This design comes from an exercise in tuning for small area and few clock cycles per item on the open sky130 flow, not from production work.
In this exercise RTL edits were held to simulation tests only and were not proved equivalent to the original.
Power and IR drop assume default switching activity.

$ cat flow/config.mk
export PLATFORM = sky130hd
export DESIGN_NAME = vs23_setmode
export DESIGN_NICKNAME = vs23_setmode
export VERILOG_FILES = /design/flow/design.v
export SDC_FILE = /design/flow/constraint.sdc
export NUM_CORES = 4
export LEC_CHECK = 0
export CAP_MARGIN = 20
export CORE_MARGIN = 2
export CORE_UTILIZATION = 40
export SLEW_MARGIN = 20
$ cat flow/constraint.sdc
create_clock -name core_clock -period 16.0 [get_ports {clk}]
set_input_delay 3.2000 -clock core_clock [delete_from_list [all_inputs] [get_ports {clk}]]
set_output_delay 3.2000 -clock core_clock [all_outputs]
set_load 0.01 [all_outputs]
$ cat flow/design.v
module vs23_setmode (
    input  wire        clk,
    input  wire        rst,             
    input  wire        cmd_valid,
    output wire        cmd_ready,
    input  wire [31:0] cmd_modesel,     
    output wire        tx_valid,
    input  wire        tx_ready,
    output wire        tx_reg,          
    output wire [19:0] tx_addr,         
    output wire [1:0]  tx_len,          
    output wire [31:0] tx_data,         
    output reg  [7:0]  err,
    output reg         mode_valid,
    output reg         std_pal,
    output reg         std_il,
    output reg  [7:0]  mode_index,
    output reg  [19:0] pitch,
    output reg  [19:0] base,
    output reg  [19:0] index_start,
    output reg  [15:0] total_lines,
    output reg  [15:0] line_len,
    output reg  [15:0] pic_start,
    output reg  [15:0] pic_end
);
    localparam [7:0] ERR_OK = 8'd0, ERR_ILLEGAL = 8'd1, ERR_BAD_MODE = 8'd3;
    localparam [19:0] REG_VIDEO_EN = 20'd0, REG_LINE_LEN = 20'd1, REG_INDEX_START = 20'd2,
                      REG_PIC_WINDOW = 20'd3, REG_CLK_DIV = 20'd4, REG_MICROCODE = 20'd5,
                      REG_LINE_COUNT = 20'd6;
    localparam [15:0] LEVEL_SYNC = 16'h0000, LEVEL_BLANK = 16'h0066;
    localparam [15:0] LEVEL_BURST_NTSC = 16'h0D66, LEVEL_BURST_PAL = 16'hDD66;
    localparam [3:0]  PLL_MULT = 4'd8;
    localparam [1:0] SY_NONE = 2'd0, SY_NORMAL = 2'd1, SY_SHORT = 2'd2, SY_LONG = 2'd3;
    reg [7:0] sel_idx;
    reg       sel_pal, sel_il;
    reg [15:0] t_L, t_H, t_nsync, t_ssync, t_lsync, t_smid, t_lmid;
    reg [15:0] t_burst_start, t_burst_end, t_blank_end;
    reg [15:0] t_total, t_p0, t_field1;
    reg [15:0] level_burst;
    always @(*) begin
        if (sel_pal) begin
            t_L = 16'd284; t_H = 16'd142;
            t_nsync = 16'd20; t_ssync = 16'd9; t_lsync = 16'd120;
            t_smid = 16'd152; t_lmid = 16'd263;
            t_burst_start = 16'd24; t_burst_end = 16'd34; t_blank_end = 16'd45;
            t_p0 = 16'd24;
            t_total   = sel_il ? 16'd625 : 16'd312;
            t_field1  = sel_il ? 16'd313 : 16'd0;
            level_burst = LEVEL_BURST_PAL;
        end else begin
            t_L = 16'd228; t_H = 16'd114;
            t_nsync = 16'd16; t_ssync = 16'd7; t_lsync = 16'd96;
            t_smid = 16'd122; t_lmid = 16'd211;
            t_burst_start = 16'd18; t_burst_end = 16'd27; t_blank_end = 16'd37;
            t_p0 = 16'd20;
            t_total   = sel_il ? 16'd525 : 16'd262;
            t_field1  = sel_il ? 16'd263 : 16'd0;
            level_burst = LEVEL_BURST_NTSC;
        end
    end
    reg [15:0] m_width, m_height, m_top, m_left;
    reg [7:0]  m_cpp, m_extra;
    always @(*) begin
        case ({sel_pal, sel_idx[1:0]})
            3'b0_00: begin m_width = 16'd320; m_height = 16'd200; m_top = 16'd20; m_left = 16'd16; m_cpp = 8'd4;  m_extra = 8'd0; end
            3'b0_01: begin m_width = 16'd256; m_height = 16'd224; m_top = 16'd8;  m_left = 16'd32; m_cpp = 8'd5;  m_extra = 8'd2; end
            3'b0_10: begin m_width = 16'd160; m_height = 16'd200; m_top = 16'd20; m_left = 16'd8;  m_cpp = 8'd8;  m_extra = 8'd4; end
            3'b1_00: begin m_width = 16'd320; m_height = 16'd240; m_top = 16'd24; m_left = 16'd40; m_cpp = 8'd5;  m_extra = 8'd0; end
            3'b1_01: begin m_width = 16'd256; m_height = 16'd256; m_top = 16'd16; m_left = 16'd48; m_cpp = 8'd6;  m_extra = 8'd2; end
            3'b1_10: begin m_width = 16'd160; m_height = 16'd256; m_top = 16'd16; m_left = 16'd20; m_cpp = 8'd10; m_extra = 8'd4; end
            default: begin m_width = 16'd0;   m_height = 16'd0;   m_top = 16'd0;  m_left = 16'd0;  m_cpp = 8'd0;  m_extra = 8'd0; end
        endcase
    end
    wire [3:0]  n_proto    = sel_il ? 4'd8 : 4'd4;
    wire [19:0] proto_bytes = 20'd2 * t_L * n_proto;
    wire [19:0] lay_index_start = (proto_bytes + 20'd3) & ~20'd3;
    wire [19:0] lay_base   = lay_index_start + 20'd3 * t_total;
    wire [19:0] lay_pitch  = {4'd0, m_width} + {12'd0, m_extra};
    wire [15:0] win_ps     = PLL_MULT * t_blank_end + m_left * m_cpp;
    wire [15:0] win_pe     = win_ps + m_width * m_cpp;
    localparam [2:0] S_IDLE = 3'd0, S_VEN0 = 3'd1, S_PROTO = 3'd2, S_INDEX = 3'd3,
                     S_REGS = 3'd4, S_DONE = 3'd5;
    reg [2:0]  state;
    reg [2:0]  k;           
    reg [15:0] i;           
    reg [15:0] n;           
    reg [2:0]  rj;          
    reg [19:0] addr;
    wire tx_fire = tx_valid && tx_ready;
    reg [1:0] sh_start, sh_mid;
    reg       sh_burst;
    always @(*) begin
        if (sel_il) begin
            case (k)
                3'd0: begin sh_start = SY_NORMAL; sh_mid = SY_NONE;  sh_burst = 1'b1;    end
                3'd1: begin sh_start = SY_NORMAL; sh_mid = SY_SHORT; sh_burst = sel_pal; end
                3'd2: begin sh_start = SY_SHORT;  sh_mid = SY_NONE;  sh_burst = sel_pal; end
                3'd3: begin sh_start = SY_SHORT;  sh_mid = SY_SHORT; sh_burst = 1'b0;    end
                3'd4: begin sh_start = SY_LONG;   sh_mid = SY_LONG;  sh_burst = 1'b0;    end
                3'd5: begin sh_start = SY_LONG;   sh_mid = SY_SHORT; sh_burst = 1'b0;    end
                3'd6: begin sh_start = SY_SHORT;  sh_mid = SY_LONG;  sh_burst = 1'b0;    end
                default: begin sh_start = SY_NORMAL; sh_mid = SY_NONE; sh_burst = 1'b0;  end
            endcase
        end else begin
            case (k[1:0])
                2'd0: begin sh_start = SY_NORMAL; sh_mid = SY_NONE;  sh_burst = 1'b1; end
                2'd1: begin sh_start = SY_SHORT;  sh_mid = SY_SHORT; sh_burst = 1'b0; end
                2'd2: begin sh_start = SY_LONG;   sh_mid = SY_LONG;  sh_burst = 1'b0; end
                default: begin sh_start = SY_LONG; sh_mid = SY_SHORT; sh_burst = 1'b0; end
            endcase
        end
    end
    reg [15:0] word;
    always @(*) begin
        word = LEVEL_BLANK;
        if (sh_start == SY_NORMAL && i < t_nsync) word = LEVEL_SYNC;
        if (sh_start == SY_SHORT  && i < t_ssync) word = LEVEL_SYNC;
        if (sh_start == SY_LONG   && i < t_lsync) word = LEVEL_SYNC;
        if (sh_mid == SY_SHORT && i >= t_H && i < t_smid) word = LEVEL_SYNC;
        if (sh_mid == SY_LONG  && i >= t_H && i < t_lmid) word = LEVEL_SYNC;
        if (sh_burst && i >= t_burst_start && i < t_burst_end) word = level_burst;
    end
    reg [2:0] recipe_k;
    always @(*) begin
        case ({sel_pal, sel_il})
            2'b00: begin    
                if      (n <= 16'd2) recipe_k = 3'd1;
                else if (n <= 16'd5) recipe_k = 3'd2;
                else if (n <= 16'd8) recipe_k = 3'd1;
                else                 recipe_k = 3'd0;
            end
            2'b01: begin    
                if      (n <= 16'd2)   recipe_k = 3'd3;
                else if (n <= 16'd5)   recipe_k = 3'd4;
                else if (n <= 16'd8)   recipe_k = 3'd3;
                else if (n <= 16'd261) recipe_k = 3'd0;
                else if (n <= 16'd262) recipe_k = 3'd1;
                else if (n <= 16'd264) recipe_k = 3'd3;
                else if (n <= 16'd265) recipe_k = 3'd6;
                else if (n <= 16'd267) recipe_k = 3'd4;
                else if (n <= 16'd268) recipe_k = 3'd5;
                else if (n <= 16'd270) recipe_k = 3'd3;
                else if (n <= 16'd271) recipe_k = 3'd2;
                else                   recipe_k = 3'd0;
            end
            2'b10: begin    
                if      (n <= 16'd1) recipe_k = 3'd1;
                else if (n <= 16'd3) recipe_k = 3'd2;
                else if (n <= 16'd4) recipe_k = 3'd3;
                else if (n <= 16'd6) recipe_k = 3'd1;
                else                 recipe_k = 3'd0;
            end
            default: begin  
                if      (n <= 16'd1)   recipe_k = 3'd3;
                else if (n <= 16'd3)   recipe_k = 3'd4;
                else if (n <= 16'd4)   recipe_k = 3'd5;
                else if (n <= 16'd6)   recipe_k = 3'd3;
                else if (n <= 16'd311) recipe_k = 3'd0;
                else if (n <= 16'd313) recipe_k = 3'd3;
                else if (n <= 16'd314) recipe_k = 3'd6;
                else if (n <= 16'd316) recipe_k = 3'd4;
                else if (n <= 16'd318) recipe_k = 3'd3;
                else if (n <= 16'd319) recipe_k = 3'd2;
                else if (n <= 16'd623) recipe_k = 3'd0;
                else                   recipe_k = 3'd1;
            end
        endcase
    end
    wire [15:0] pic_first0 = t_p0 + m_top;
    wire [15:0] pic_first1 = pic_first0 + t_field1;
    wire        in_field0  = (n >= pic_first0) && (n < pic_first0 + m_height);
    wire        in_field1  = sel_il && (n >= pic_first1) && (n < pic_first1 + m_height);
    wire [15:0] pic_row    = in_field0 ? (n - pic_first0) : (n - pic_first1);
    wire [19:0] pic_addr   = lay_base + lay_pitch * pic_row;
    wire [23:0] entry      = (in_field0 || in_field1) ? {1'b1, 3'd0, pic_addr}
                                                      : {1'b0, recipe_k, 20'd0};
    reg [19:0] reg_num;
    reg [31:0] reg_val;
    always @(*) begin
        case (rj)
            3'd0: begin reg_num = REG_INDEX_START; reg_val = {12'd0, lay_index_start}; end
            3'd1: begin reg_num = REG_LINE_LEN;    reg_val = {16'd0, t_L};             end
            3'd2: begin reg_num = REG_PIC_WINDOW;  reg_val = {win_pe, win_ps};         end
            3'd3: begin reg_num = REG_CLK_DIV;     reg_val = {24'd0, m_cpp};           end
            3'd4: begin reg_num = REG_MICROCODE;   reg_val = {22'd0, sel_il, sel_pal, sel_idx}; end
            3'd5: begin reg_num = REG_LINE_COUNT;  reg_val = {16'd0, t_total};         end
            default: begin reg_num = REG_VIDEO_EN; reg_val = 32'd1;                    end
        endcase
    end
    reg        o_reg;
    reg [19:0] o_addr;
    reg [1:0]  o_len;
    reg [31:0] o_data;
    always @(*) begin
        o_reg = 1'b0; o_addr = 20'd0; o_len = 2'd0; o_data = 32'd0;
        case (state)
            S_VEN0:  begin o_reg = 1'b1; o_addr = REG_VIDEO_EN; o_data = 32'd0; end
            S_PROTO: begin o_addr = addr; o_len = 2'd2; o_data = {16'd0, word}; end
            S_INDEX: begin o_addr = addr; o_len = 2'd3; o_data = {8'd0, entry}; end
            S_REGS:  begin o_reg = 1'b1; o_addr = reg_num; o_data = reg_val; end
            default: ;
        endcase
    end
    assign tx_valid  = (state == S_VEN0) || (state == S_PROTO) ||
                       (state == S_INDEX) || (state == S_REGS);
    assign tx_reg    = o_reg;
    assign tx_addr   = o_addr;
    assign tx_len    = o_len;
    assign tx_data   = o_data;
    assign cmd_ready = (state == S_IDLE);
    always @(posedge clk) begin
        if (rst) begin
            state       <= S_IDLE;
            err         <= ERR_OK;
            mode_valid  <= 1'b0;
            std_pal     <= 1'b0;
            std_il      <= 1'b0;
            mode_index  <= 8'd0;
            pitch       <= 20'd0;
            base        <= 20'd0;
            index_start <= 20'd0;
            total_lines <= 16'd0;
            line_len    <= 16'd0;
            pic_start   <= 16'd0;
            pic_end     <= 16'd0;
        end else begin
            case (state)
                S_IDLE: begin
                    if (cmd_valid) begin
                        sel_idx <= cmd_modesel[7:0];
                        sel_pal <= cmd_modesel[8];
                        sel_il  <= cmd_modesel[9];
                        if (cmd_modesel[31:10] != 22'd0) begin
                            err <= ERR_ILLEGAL;
                        end else if (cmd_modesel[7:0] >= 8'd3) begin
                            err <= ERR_BAD_MODE;
                        end else begin
                            state <= S_VEN0;
                        end
                    end
                end
                S_VEN0: begin
                    if (tx_fire) begin
                        state <= S_PROTO;
                        k     <= 3'd0;
                        i     <= 16'd0;
                        addr  <= 20'd0;
                    end
                end
                S_PROTO: begin
                    if (tx_fire) begin
                        addr <= addr + 20'd2;
                        if (i == t_L - 16'd1) begin
                            i <= 16'd0;
                            if ({1'b0, k} == n_proto - 4'd1) begin
                                state <= S_INDEX;
                                n     <= 16'd0;
                                addr  <= lay_index_start;
                            end else begin
                                k <= k + 3'd1;
                            end
                        end else begin
                            i <= i + 16'd1;
                        end
                    end
                end
                S_INDEX: begin
                    if (tx_fire) begin
                        addr <= addr + 20'd3;
                        if (n == t_total - 16'd1) begin
                            state <= S_REGS;
                            rj    <= 3'd0;
                        end else begin
                            n <= n + 16'd1;
                        end
                    end
                end
                S_REGS: begin
                    if (tx_fire) begin
                        if (rj == 3'd6) state <= S_DONE;
                        else            rj <= rj + 3'd1;
                    end
                end
                S_DONE: begin
                    err         <= ERR_OK;
                    mode_valid  <= 1'b1;
                    std_pal     <= sel_pal;
                    std_il      <= sel_il;
                    mode_index  <= sel_idx;
                    pitch       <= lay_pitch;
                    base        <= lay_base;
                    index_start <= lay_index_start;
                    total_lines <= t_total;
                    line_len    <= t_L;
                    pic_start   <= win_ps;
                    pic_end     <= win_pe;
                    state       <= S_IDLE;
                end
                default: state <= S_IDLE;
            endcase
        end
    end
endmodule
$ cat flow/run.sh
#!/bin/bash
# synth_recipe.tcl (not shown) runs the flow's synth.tcl, then flattens the netlist and writes it again
# the make line also repeats each setting of config.mk as NAME=value (left out here)
make -C /OpenROAD-flow-scripts/flow DESIGN_CONFIG=/design/flow/config.mk WORK_HOME=/design/flow/orfs CLKGATE_MAP_FILE= SYNTH_SCRIPT=/design/flow/synth_recipe.tcl finish
==> impl_metrics.csv <==
group,metric,value,unit
power,powerDensity,99.3,nW/um^2
yosys,syn_inst,1912,
place,finalWeightedCongestion,0.940,
sta,relSlewSlack,29.2,%
run_status,outcome,"finished clean",
critical_path,crit_fanout,28,
route,drc_errors,0,
clocking,cts_buffers,17,
die,core_area,37800,sq um
final_layout,n_fill_cell,3746,
critical_path,path_class,"flop to output pin",
final_layout,regArea,3260,sq um
route,drt-initial-drc-count,892,
sta,clock-skew-final,12.4,ps
worst_hold_path,worstHoldPathType,"flop to flop",
global_routing,grt_antenna_before_repair,0,
clocking,cts_tree,"yes",
route,first_pass_iters,6,
global_routing,grt_pass1_wl,72300,microns
yosys,synth_seq_cells,129,
critical_path,regToRegSetupSlack,8710,ps
route,vias,13500,
yosys,ys_seq_area_share,21.3,%
final_layout,fin_util,46.9,%
final_layout,layout_commonest_cell,"nor2_1",
final_layout,antenna_cells,0,
sta,whs,458,ps
power,ir_worst_vdd,0.000103,V
critical_path,timing.rr.start,"sel_idx[1]",
die,dieHeight,200,microns
global_routing,grt_pass1_vias,13300,
place,dpl.hpwl,35600,microns
final_layout,multi_input_area,10500,sq um
worst_hold_path,hold_path_depth,2,
clocking,clk_latency,440,ps
die,dieArea,40000,sq um
yosys,avgSynthCellArea,8.03,sq um
sta,hold_viol_final,0,
final_layout,layout_common_cells,"nor2_1 (234), inv_1 (232), ha_1 (209)",
sta,fin_setup_tns,0,ps
critical_path,cpPeakStageDelay,980,ps
yosys,synth_top_flop_cell,"edfxtp_1",
global_routing,overflow,0,
critical_path,crit_top_cell,"fa_1",
sta,worst_pin_slew,1060,ps
power,p_leak,7.72,nW
global_routing,grt_usage,23.3,%
worst_hold_path,hold_end,"pic_end[5]",
critical_path,arrival,11260,ps
sta,final_max_slew_viol_count,0,
worst_hold_path,min_from,"pic_end[5]",
critical_path,worst_setup_path_start_kind,"flop",
sta,rsz0062_at_grt,"no",
final_layout,area_growth,15.3,%
final_layout,drive_gt1_share,3.43,%
final_layout,nets,2350,
clocking,clockRootBuffer,"clkbuf_16",
yosys,async_flop_share,0,%
clocking,clkTransAtPathRegs,60,ps
route,routed_via_density,5.27,
critical_path,required,12800,ps
run,drv_cap,0,
critical_path,ff2ff_path_depth,22,
yosys,post_synth_num_cell_types,75,
die,ios,236,
route,drt_wl_total,45700,microns
clocking,htreeDepth,4,
yosys,yosysWarnings,1,
sta,fmax,69.2,MHz
route,wire_per_inst,17.9,microns
clocking,clock-sinks,129,
clocking,holdBufCountCts,0,
route,drtAntennaViolNets,0,
critical_path,rr_endpoint,"pic_end[12]",
yosys,synth-edff-count,68,
die,row_count,71,
critical_path,cp-end-kind,"output pin",
place,numPortBuffers,172,
die,die_x,200,microns
clocking,cts_buffer_depth,2,
clocking,cts_setup_buffers,0,
sta,period_minus_slack,14460,ps
critical_path,slowest_stage,"edfxtp_1",
die,start_util,40.7,%
sta,fin_crit_sh,90.4,%
sta,finalSetupViolCount,0,
yosys,synth_area,15300,sq um
clocking,post_cts_resized,0,
global_routing,grt_max_degree,62,
-- worst max-delay path: cells and delay by family (launching register included) --
kind | cells | cell delay [ps]
AOI/OAI and AO/OA | 11 | 2450
xor gates and xnor gates | 3 | 740
adders and majority gates | 10 | 4130
buffers and inverters | 6 | 910
DFF | 1 | 980
and+or+nand+nor | 8 | 1590
-- cell type report --
cell class	count	share of cell area [%]
Multi-Input combinational cell	1455	59.5
Sequential cell	129	18.4
Timing Repair Buffer	188	10.4
Inverter	236	5.01
Tap cell	511	3.61
Clock buffer	18	2.43
Clock inverter	14	0.587
-- through the flow --
stage / power [mW] / cell area [sq um] / setup slack [ps] / cells
final: 1.76 / 17700 / 1540 / 2551
after detailed placement: 1.38 / 17200 / 2040 / 2519
after global routing: 1.92 / 17700 / 525 / 2551
after floorplan: 1.11 / 15600 / 3330 / 1987
after CTS: 1.76 / 17700 / 1510 / 2551
after global placement: 1.37 / 17200 / 2320 / 2519
-- worst max path at each step --
stage,from,end,slack [ps],cells after the start
6_report,sel_idx[1],tx_data[19],1540,38
5_1_grt,sel_idx[1],tx_data[19],520,36
4_1_cts,sel_idx[1],tx_data[19],1510,38
3_5_place_dp,sel_idx[1],tx_data[19],2040,38
3_3_place_gp,sel_idx[1],tx_data[19],2320,36
2_1_floorplan,sel_pal,tx_data[19],3330,42
-- cells by family after synthesis --
family / Yosys count / share of synthesized area [%]
and+or+nand+nor: 610 / 18.0
buffers and inverters: 403 / 12.0
AOI/OAI and AO/OA: 371 / 15.0
adders and majority gates: 287 / 27.2
DFF: 129 / 21.3
xor gates and xnor gates: 105 / 6.13
muxes: 5 / 0.351
other: 2 / 0.0489
-- per-layer routing --
metal / vias up / track usage [%] / part of all wire (%)
met2: 435 / 38.4 / 47
met3: 58 / 3.98 / 6.1
met5: - / 0 / 0
li1: 6537 / - / -
met1: 6423 / 30.7 / 45
met4: 0 / 8.53 / 2.5
-- registers in the layout, indices dropped and copies added (netlist names) --
register     cells
sel_il           1
err              2
pic_start        7
addr            20
sel_pal          1
index_start      8
k                3
pitch            4
sel_idx          8
mode_index       8
line_len         1
base            11
n               16
i               16
state            3
rj               3
pic_end         12
total_lines      5
-- report_power, final --
group / switching (mW) / total, mW / internal (mW)
logic: 0.619 / 1.01 / 0.396
clock network: 0.174 / 0.374 / 0.200
registers: 0.0116 / 0.367 / 0.356
total: 0.805 / 1.76 / 0.951
-- synthesized netlist by cell type, drive strengths merged (6+ instances only) --
cell type / count / area share [%]
nand2b: 8 / 0.33
a221oi: 8 / 0.46
edfxtp: 68 / 13
a31oi: 8 / 0.33
and2: 22 / 0.90
or3: 12 / 0.49
buf: 93 / 4.4
nand2: 163 / 4.0
o22ai: 17 / 0.73
o21bai: 6 / 0.29
clkbuf: 74 / 1.8
nor2: 235 / 5.7
ha: 209 / 17
a21oi: 135 / 4.4
fa: 78 / 10
o21ai: 81 / 2.6
and3: 19 / 0.77
nor3: 43 / 1.4
o21a: 8 / 0.39
xnor2: 55 / 3.2
nor2b: 12 / 0.49
dfxtp: 61 / 8.0
or2: 8 / 0.33
a2111oi: 6 / 0.34
inv: 232 / 5.7
a211oi: 28 / 1.4
o211ai: 9 / 0.47
a21o: 17 / 0.83
xor2: 49 / 2.8
nor4: 16 / 0.75
nand4: 10 / 0.41
nand3: 46 / 1.5
Testbench counts, summed over its fixed seeds: cycles 142,344, commands 72.

==> static timing again, ports no longer ideal <==
The results above use ideal ports. As a check the final layout listed here was re-extracted and re-timed, cells and wires unchanged.
Step 1 sets driving cells, clkbuf_16 on the clock port and buf_2 on the other inputs (assumed; they add their load-dependent delay and slew).
Step 2, shift: input delay + t, output delay - t, t = (earliest + latest rising clock arrival at the registers) / 2. This alone moves slack from input paths to output paths.
Three values: ideal, step 1, step 2; two values: the first two.
t, ns: 0.485
setup WS [ns]: 1.544 / 1.493 / 1.978
clock arrival spread, ns: 0.015 / 0.015
slew at the worst register clock pin (ns): 0.07 / 0.07
After both steps this run still meets setup and hold. For this run, drivers alone change the setup slack by -0.051 ns; drivers and shift together by +0.434 ns.
